From an optimization exercise on the open Yosys and OpenROAD flow, aimed at small area, a short achievable clock period and few clock cycles per item; shortcuts taken in it are not production practice.
In this exercise RTL edits were held to simulation tests only and were not proved equivalent to the original.

==> flow/design.v (excerpt) <==
module fft_butterfly #(
    parameter PRE_IN = 1
) (
    input  wire        clk,
    input  wire        rst,         
    input  wire        in_valid,
    output wire        in_ready,
    input  wire [31:0] w_re,
    input  wire [31:0] w_im,
    input  wire [31:0] a_re,
    input  wire [31:0] a_im,
    input  wire [31:0] b_re,
    input  wire [31:0] b_im,
    output wire        out_valid,
    output wire [31:0] y0_re,
    output wire [31:0] y0_im,
    output wire [31:0] y1_re,
    output wire [31:0] y1_im
);
    assign in_ready = 1'b1;
    localparam OPW = 38;
    wire [OPW-1:0] u_wr, u_wi, u_br, u_bi;
    wire [OPW-1:0] q_wr, q_wi, q_br, q_bi;
    wire [63:0]    a0;
    wire           v0;
    pipev c0v (.clk(clk), .rst(rst), .d(in_valid), .q(v0));
    pipe #(.W(64)) c0a (.clk(clk), .d({a_re, a_im}), .q(a0));
    generate if (PRE_IN) begin : g_pre_in
  ...
Settings: LEC_CHECK=0, ABC_CLOCK_PERIOD_IN_PS=16000, CAP_MARGIN=20, CORE_MARGIN=2, CORE_UTILIZATION=50, SLEW_MARGIN=20, TNS_END_PERCENT=10; clock period 20.0 ns.
standard.sh (not shown) runs the stock make flow with config.mk's settings and CLKGATE_MAP_FILE= SYNTH_SCRIPT=/design/flow/synth_recipe.tcl, a recipe that flattens the netlist after the stock synthesis.
==> flow/flow/run.sh <==
#!/bin/bash
set -euo pipefail
REPAIR_MARGIN=13.5
bash standard.sh synth > synth.log 2>&1
bash standard.sh SETUP_SLACK_MARGIN=$REPAIR_MARGIN finish > layout.log 2>&1
The first run passed the timing, design-rule and antenna checks.
Testbench counts at the start, summed over its fixed seeds: cycles 18,054, items 18,000.
Change:
==> flow/run.sh (new file) <==
#!/bin/bash
# synth_recipe.tcl (not shown) runs the flow's synth.tcl, then flattens the netlist and writes it again
# the make line also repeats each setting of config.mk as NAME=value (left out here)
make -C /OpenROAD-flow-scripts/flow DESIGN_CONFIG=/design/flow/config.mk WORK_HOME=/design/flow/orfs CLKGATE_MAP_FILE= SYNTH_SCRIPT=/design/flow/synth_recipe.tcl finish
SETUP_SLACK_MARGIN = 5   (was unset)
TNS_END_PERCENT = unset   (was 10)
removed: flow/flow/run.sh
removed: flow/standard.sh
Effect:
- routed wire length falls by 0.32%
- final cell count stays flat
- setup slack got worse by 1000 ps
- first-iteration DRC count fell by 5.6%
- count of clock-buffer cells in the layout came out higher by 13
- final area shrinks by 0.48%

---

Another version of the RTL of fft_butterfly (not shown whole).
For scale: about 20,000 cells after synthesis, about 1,700 flip-flops, roughly 330 I/O pins.
Settings: LEC_CHECK=0, ABC_CLOCK_PERIOD_IN_PS=16000, CAP_MARGIN=20, CORE_MARGIN=2, CORE_UTILIZATION=50, SLEW_MARGIN=20, TNS_END_PERCENT=10; clock period 20.0 ns.
==> flow/flow/run.sh <==
#!/bin/bash
set -euo pipefail
REPAIR_MARGIN=14
bash standard.sh synth > synth.log 2>&1
bash standard.sh SETUP_SLACK_MARGIN=$REPAIR_MARGIN "BUFFER_PORTS_ARGS=-buffer_cell sky130_fd_sc_hd__buf_4" finish > layout.log 2>&1
The baseline produced a clean layout.
Testbench counts at the start, summed over its fixed seeds: cycles 18,054, items 18,000.
Edit:
--- a/flow/flow/run.sh
+++ b/flow/flow/run.sh
@@ -2,3 +2,3 @@
 set -euo pipefail
-REPAIR_MARGIN=14
+REPAIR_MARGIN=14.5
 bash standard.sh synth > synth.log 2>&1
- CORE_UTILIZATION: 50 -> 55
What happened:
- worst setup slack improved by 0.39 ns
- die area fell by 9.0%
- area after synthesis is unchanged
- non-clock buffer count rose by 209
- cell area rose by 2.2%
Edit:
==> flow/flow/run.sh (replaced) <==
#!/bin/bash
set -euo pipefail
REPAIR_MARGIN=14
bash standard.sh synth > synth.log 2>&1
bash standard.sh SETUP_SLACK_MARGIN=$REPAIR_MARGIN finish > layout.log 2>&1
- CORE_UTILIZATION: 55 -> 50
Outcome: Non-clock buffer count fell by 215; die area rose by roughly a tenth; worst setup slack gets worse by 0.50 ns; clock skew rose by 0.021 ns; cell count rose slightly; cell area fell slightly; core utilization fell by 6.5 points; routed wire length fell by a few percent.
Edit:
==> flow/flow/run.sh (replaced) <==
#!/bin/bash
set -euo pipefail
REPAIR_MARGIN=14
bash standard.sh synth > synth.log 2>&1
bash standard.sh SETUP_SLACK_MARGIN=$REPAIR_MARGIN "BUFFER_PORTS_ARGS=-buffer_cell sky130_fd_sc_hd__buf_4" finish > layout.log 2>&1
- CORE_UTILIZATION: 50 -> 60
Non-clock buffer count shrinks by 20.
Count of clock-buffer cells in the layout shrinks by 11.
Wire length shrinks by 3.6%.
Die area shrinks by 17%.
Sequential cell count is unchanged.
Sequential share of layout area grows by 0.22 points.
Fmax grows by 1.1%.

---

Another version of the RTL of fft_butterfly (not shown whole).
Size in the first run: about 18000 cells after synthesis, ~1200 flip-flops, about 330 I/O pins.
clock: 20.0 ns
lec_check: 0
abc_clock_period_in_ps: 16000
cap_margin: 20
core_margin: 2
core_utilization: 50
slew_margin: 20
tns_end_percent: 10
==> flow/flow/run.sh <==
#!/bin/bash
set -euo pipefail
REPAIR_MARGIN=12
bash standard.sh synth > synth.log 2>&1
bash standard.sh SETUP_SLACK_MARGIN=$REPAIR_MARGIN finish > layout.log 2>&1
Testbench counts at the start, summed over its fixed seeds: cycles 18,042, items 18,000.
Then changed:
==> flow/run.sh (new file) <==
#!/bin/bash
# synth_recipe.tcl (not shown) runs the flow's synth.tcl, then flattens the netlist and writes it again
# the make line also repeats each setting of config.mk as NAME=value (left out here)
make -C /OpenROAD-flow-scripts/flow DESIGN_CONFIG=/design/flow/config.mk WORK_HOME=/design/flow/orfs CLKGATE_MAP_FILE= SYNTH_SCRIPT=/design/flow/synth_recipe.tcl finish
- SETUP_SLACK_MARGIN: not set -> 0.2
- TNS_END_PERCENT: 10 -> not set
removed: flow/flow/run.sh
removed: flow/standard.sh
Outcome: The new run went through all stages and came out clean; design area came out lower by 1.5%; global-route usage barely changes; register-to-register slack degrades by 1.7 ns; cell count came out lower by 0.39%; synthesized area stays the same; hold slack barely changes; non-clock buffer count goes down by 82; setup slack is worse by 1.7 ns; clock skew hardly moves; utilization fell by 0.84 points.

==> port drivers added, routing unchanged <==
The results above use ideal ports. As a check the final layouts listed here were re-extracted and re-timed, cells and wires unchanged. Step 1, drivers: a clkbuf_16 drives clk and a buf_2 each remaining input, both assumed. Step 2, shift: input delay + t, output delay - t, t = (earliest + latest rising clock arrival at the registers) / 2. This alone moves slack from input paths to output paths. Three values: ideal, step 1, step 2; two values: the first two.
run	t (ns)	setup WS [ns]	worst data-port slew with drivers (ns)
the first run of note 1	0.948	13.492 / 13.526 / 12.622	0.27
the second run of note 1	0.985	12.485 / 12.584 / 11.599	0.24
the first run of note 2	1.013	14.034 / 14.034 / 13.136	0.32
the second run of note 2	0.962	14.421 / 14.314 / 13.552	0.27
the third run of note 2	1.014	13.917 / 13.815 / 12.801	0.33
the fourth run of note 2	0.964	13.980 / 13.980 / 13.161	0.20
the first run of note 3	0.930	12.042 / 12.042 / 11.305	0.31
the second run of note 3	0.931	10.305 / 10.305 / 10.305	0.30
After both steps setup and hold are still met in every run listed. The setup slack of the third run of note 2, which loses most, moves by -0.102 ns with the drivers and by -1.116 ns with both steps.
